Source: an optimization exercise on an open RTL-to-GDS flow (aim: small area, a short achievable clock period and few clock cycles per item). Production flows keep margins and buffers that such runs may drop.
RTL that was checked went through simulation tests only; none was proved equivalent to the original.

## feistel_core
module feistel_core (
    input  wire         clk,
    input  wire         rst,       
    input  wire         start,     
    input  wire         alg,       
    input  wire         dir,       
    input  wire         chain,     
    input  wire         first,     
    input  wire [127:0] key,       
    input  wire [63:0]  iv,        
    input  wire [63:0]  din,       
    output wire         ready,
    output wire         done,      
    output wire [63:0]  dout       
);
clock: 20.0 ns
lec_check: 0
cap_margin: 20
core_margin: 2
core_utilization: 40
slew_margin: 20
standard.sh (not shown) runs the stock make flow with config.mk's settings and CLKGATE_MAP_FILE= SYNTH_SCRIPT=/design/flow/synth_recipe.tcl, a recipe that flattens the netlist after the stock synthesis.
==> flow/flow/run.sh <==
#!/bin/bash
# The standard layout, with the smallest buffer on each port in place of the
# delay buffer that buffer_ports picks by default, and timing repair aiming
# for a shorter period than the clock's.
bash standard.sh BUFFER_PORTS_ARGS="-buffer_cell sky130_fd_sc_hd__buf_1" SETUP_SLACK_MARGIN=14 finish > standard.log 2>&1
Testbench counts at the start, summed over its fixed seeds: cycles 49,928, blocks 768.
Next try:
--- a/flow/flow/run.sh
+++ b/flow/flow/run.sh
@@ -5 +5 @@
-bash standard.sh BUFFER_PORTS_ARGS="-buffer_cell sky130_fd_sc_hd__buf_1" SETUP_SLACK_MARGIN=14 finish > standard.log 2>&1
+bash standard.sh BUFFER_PORTS_ARGS="-buffer_cell sky130_fd_sc_hd__buf_1" SETUP_SLACK_MARGIN=13 finish > standard.log 2>&1
Hold slack stays flat.
Sequential share of layout area grows by 1.1 points.
Via count shrinks slightly.
Count of clock-buffer cells in the layout falls by 5.
Utilization decreases by 1.5 points.
Routed wire length decreases by a few percent.
First-iteration DRC count climbs by roughly a tenth.
Cell area falls by a few percent.
Setup slack loses 0.63 ns.
Non-clock buffer count went down by 52.
Next try:
--- a/flow/flow/run.sh
+++ b/flow/flow/run.sh
@@ -5 +5 @@
-bash standard.sh BUFFER_PORTS_ARGS="-buffer_cell sky130_fd_sc_hd__buf_1" SETUP_SLACK_MARGIN=13 finish > standard.log 2>&1
+bash standard.sh BUFFER_PORTS_ARGS="-buffer_cell sky130_fd_sc_hd__buf_1" SETUP_SLACK_MARGIN=15 finish > standard.log 2>&1
Result: Area after synthesis does not change; worst setup slack gets better by 0.49 ns; wire length rose by 11%; worst hold slack gets better by 0.057 ns; clock skew rose by 0.0068 ns.
Next try:
--- a/flow/flow/run.sh
+++ b/flow/flow/run.sh
@@ -5 +5 @@
-bash standard.sh BUFFER_PORTS_ARGS="-buffer_cell sky130_fd_sc_hd__buf_1" SETUP_SLACK_MARGIN=15 finish > standard.log 2>&1
+bash standard.sh BUFFER_PORTS_ARGS="-buffer_cell sky130_fd_sc_hd__buf_1" SETUP_SLACK_MARGIN=14 CTS_CLUSTER_SIZE=30 CTS_CLUSTER_DIAMETER=80 finish > standard.log 2>&1
Effect:
- The new run completed without violations
- hold slack degrades by 0.052 ns
- register-to-register slack gets better by 0.18 ns
- via count fell by about 3%
- setup slack gets better by 0.18 ns
- die area is unchanged
- global-route usage goes down by 1.9 points
- clock-buffer cell count goes down by 22
- final area decreases by 6.8%
- area after synthesis is unchanged
- critical path depth went up by 3

Another version of the RTL of feistel_core (not shown whole).
For scale: about 2400 cells after synthesis, roughly 370 flip-flops, roughly 24000 sq um of cells after synthesis.
clock: 20.0 ns
lec_check: 0
cap_margin: 20
core_margin: 2
core_utilization: 40
slew_margin: 20
==> flow/flow/run.sh <==
#!/bin/bash
# The standard layout, with the smallest buffer on each port in place of the
# delay buffer that buffer_ports picks by default, and timing repair aiming
# for a shorter period than the clock's.
bash standard.sh BUFFER_PORTS_ARGS="-buffer_cell sky130_fd_sc_hd__buf_1" SETUP_SLACK_MARGIN=14 CTS_BUF_LIST=sky130_fd_sc_hd__clkbuf_8 finish > standard.log 2>&1
Then changed:
==> flow/flow/run.sh (replaced) <==
#!/bin/bash
# The standard layout, with the smallest buffer on each port in place of the
# delay buffer that buffer_ports picks by default, and timing repair aiming
# for a shorter period than the clock's.
bash standard.sh BUFFER_PORTS_ARGS="-buffer_cell sky130_fd_sc_hd__buf_1" SETUP_SLACK_MARGIN=14 finish > standard.log 2>&1
- critical path depth is unchanged
- setup slack improves by 0.086 ns
- global-route usage came out lower by 0.45 points
- core utilization drops by 0.23 points
- cell area shrinks slightly
- via count came out lower slightly
No functional check of the RTL was part of any run of this note.

[afterwards: timing with drivers on the ports]
The flow's constraints put no driver on any port. The routed layouts listed below were extracted and timed again, unchanged, in two steps. Step 1 assumes that a clkbuf_16 drives the clock port and a buf_2 every other input. Step 2 adds t to the input delays and takes it off the output delays; t is the mean of the earliest and latest rising clock arrival at the registers after step 1. Input paths then give back, and output paths get back, about the clock's delay inside the block. a / b / c = ideal / step 1 / step 2; a / b = the first two.
run | shift t [ns] | slack for setup (ns) | clock arrival spread, ns
the first run of note 1 | 0.631 | 13.924 / 13.924 / 13.478 | 0.020 / 0.020
the second run of note 1 | 0.641 | 13.298 / 13.239 / 13.338 | 0.018 / 0.017
the third run of note 1 | 0.647 | 13.790 / 13.790 / 13.790 | 0.025 / 0.025
the fourth run of note 1 | 0.655 | 13.973 / 13.973 / 13.470 | 0.039 / 0.040
the first run of note 2 | 0.693 | 13.431 / 13.431 / 13.431 | 0.036 / 0.037
the second run of note 2 | 0.627 | 13.517 / 13.517 / 13.517 | 0.033 / 0.033
After both steps every run listed still meets setup and hold. The setup slack of the fourth run of note 1, which loses most, moves by 0.000 ns with the drivers and by -0.503 ns with both steps.
